From an optimization exercise on the open Yosys and OpenROAD flow, aimed at small area and few clock cycles; shortcuts taken in it are not production practice. Function was checked by simulation only, so behaviour that the tests miss may differ from the original. Power and IR drop assume default switching activity.

red:
Design cfb_top, start of the top module:
module cfb_top (
    input  wire        clk,
    input  wire        rst,
    input  wire        req_valid,
    output wire        req_ready,
    input  wire [7:0]  req_op,
    input  wire [7:0]  req_arg,
    input  wire [7:0]  req_len,
    input  wire [31:0] req_cap,
    input  wire        pl_valid,
    output wire        pl_ready,
    input  wire [7:0]  pl_data,
    output wire        rsp_valid,
    input  wire        rsp_ready,
    output reg  [7:0]  rsp_data,
    output wire        rsp_first,
    output wire        rsp_last,
    output wire        rsp_eop,
    output wire [1:0]  rsp_kind,
    output wire [2:0]  rsp_cause,
    output wire        tout_valid,
    input  wire        tout_ready,
    output reg  [7:0]  tout_data,
    output reg         tout_last,
    output wire        tin_req_valid,
    input  wire        tin_req_ready,
    output wire [4:0]  tin_req_len,
    input  wire        tin_valid,
    output wire        tin_ready,
    input  wire [7:0]  tin_data,
    input  wire        tr_valid,
    output wire        tr_ready,
    input  wire [1:0]  tr_kind,
    input  wire [5:0]  tr_count,
    input  wire [7:0]  tr_code,
    output wire [1:0]  cs_state,
    output wire [3:0]  spd_state
);
Size in the first run: ~1100 flip-flops, ~140 I/O pins, roughly 29000 um2 of cells after synthesis.
clock: 10.0 ns
lec_check: 0
cap_margin: 20
core_margin: 2
core_utilization: 40
cts_buf_list: sky130_fd_sc_hd__clkbuf_8
cts_cluster_diameter: 60
cts_cluster_size: 15
place_density: 0.6
slew_margin: 20
standard.sh (not shown) runs the stock make flow with config.mk's settings and CLKGATE_MAP_FILE= SYNTH_SCRIPT=/design/flow/synth_recipe.tcl, a recipe that flattens the netlist after the stock synthesis.
==> flow/flow/run.sh <==
#!/bin/bash
# The standard layout (standard.sh, unchanged synthesis and steps), with
# each port buffer made from the smallest buffer cell instead of the cell that
# buffer_ports picks by itself, and a clock tree without dummy loads.
# The whole make output goes to standard.log.
set -euo pipefail
export BUFFER_PORTS_ARGS="-buffer_cell sky130_fd_sc_hd__buf_1"
export CTS_ARGS="-sink_clustering_enable -repair_clock_nets -sink_clustering_size 15 -sink_clustering_max_diameter 60 -buf_list sky130_fd_sc_hd__clkbuf_8 -dont_use_dummy_load"
bash standard.sh > standard.log 2>&1
Testbench counts of red, summed over its fixed seeds: cycles 92,174.
Input changes introduced in blue (baseline for comparison: red):
- PLACE_DENSITY now 0.8, was 0.6
- CORE_UTILIZATION now 65, was 40
==> run summary <==
- Both conditions hold for red: the flow ran to the end and the final layout passed the timing, DRC and antenna checks.
- blue finished end to end and its layout was clean on timing, DRC and antenna.
- Summary of blue over red: length of routed met2 wiring climbed 970 um, post-placement setup slack shows a reduction of 41 ps, global-route usage over all layers picked up an extra 9.3 points, fmax held.
- Fraction of power consumed by sequential logic up 0.4 points in blue wrt red
Edits applied to the flow inputs when going from blue to green:
- swapping 65 for 40 in CORE_UTILIZATION
- swapping 0.8 for 0.6 in PLACE_DENSITY
==> flow/flow/run.sh <==
#!/bin/bash
# The standard layout (standard.sh, unchanged synthesis and steps), with
# each port buffer made from the smallest buffer cell instead of the cell that
# buffer_ports picks by itself. The whole make output goes to standard.log.
set -euo pipefail
export BUFFER_PORTS_ARGS="-buffer_cell sky130_fd_sc_hd__buf_1"
bash standard.sh > standard.log 2>&1
[summary]
From blue to green the numbers moved as follows: count of clock-net buffers in the final layout climbed about 4.5%, clock network power share climbed 1.6 points. Relative to blue, green degrades global-route wire length before repair. Relative to blue, the post-placement cell count measured on green has increased by more than 10%. [compare] base=blue new=green: growth of design area from synthesis to finish has increased; clock skew fell by 34 ps; fmax closely matched the old numbers. Changes observed in green relative to blue: routed wire length increased by about 1.3% relative to the old numbers; number of filler instances in the final layout rose 3544; relative contribution of combinational cells to total power saw a decrease.
Changes in orange relative to green:
- CTS_CLUSTER_SIZE: 15 -> 8
- CTS_BUF_LIST: sky130_fd_sc_hd__clkbuf_8 -> sky130_fd_sc_hd__clkbuf_4
- CTS_CLUSTER_DIAMETER: 60 -> 40
--- a/flow/flow/run.sh
+++ b/flow/flow/run.sh
@@ -4 +4,2 @@
-# buffer_ports picks by itself. The whole make output goes to standard.log.
+# buffer_ports picks by itself, and a clock tree without dummy loads.
+# The whole make output goes to standard.log.
@@ -6,0 +8 @@
+export CTS_ARGS="-sink_clustering_enable -repair_clock_nets -sink_clustering_size 8 -sink_clustering_max_diameter 40 -buf_list sky130_fd_sc_hd__clkbuf_4 -dont_use_dummy_load"
Changes observed in orange relative to green: layout buffering overhead excluding clock cells essentially unchanged, wire length increased about 1.1%, clock edge transition at the registers on the reported setup and hold paths essentially unchanged. Across both runs, total power consumption of the routed design was lower for orange than for green. Cell area, orange vs green: down slightly. NOTE: final worst hold slack in orange falls short of that of green. Between orange and green, the global-route met3 utilization is higher for orange. Where setup slack after layout is concerned, green is better than orange. Of orange and green, orange shows the higher register share of total power, with green below it. When orange is measured against green, its signed area change from the synthesized netlist to the final layout turns out 0.85 points lower. orange vs green: count of clock buffers in the final design up.

-- separate check: timing with driven ports --
The flow's constraints put no driver on any port. The routed layouts listed below were extracted and timed again, unchanged, in two steps.
Step 1 assumes that a clkbuf_16 drives the clock port and a buf_2 every other input.
Step 2 also shifts input and output timing later by t, the mid clock arrival at the registers, as if the neighbouring blocks saw the same clock.
a / b / c = ideal / step 1 / step 2; a / b = the first two.
run	t, ns	setup slack, ns	hold WS [ns]	worst setup path at the end	worst slew at a driven data input, ns
red	0.712	2.582 / 2.529 / 3.240	0.265 / 0.265 / 0.265	register to output	0.05
blue	0.704	2.565 / 2.510 / 3.214	0.271 / 0.271 / 0.271	register to output	0.06
green	0.735	2.567 / 2.511 / 3.246	0.308 / 0.308 / 0.308	register to output	0.05
orange	1.000	2.312 / 2.257 / 3.257	0.234 / 0.234 / 0.234	register to output	0.05
After both steps every run listed still meets setup and hold.
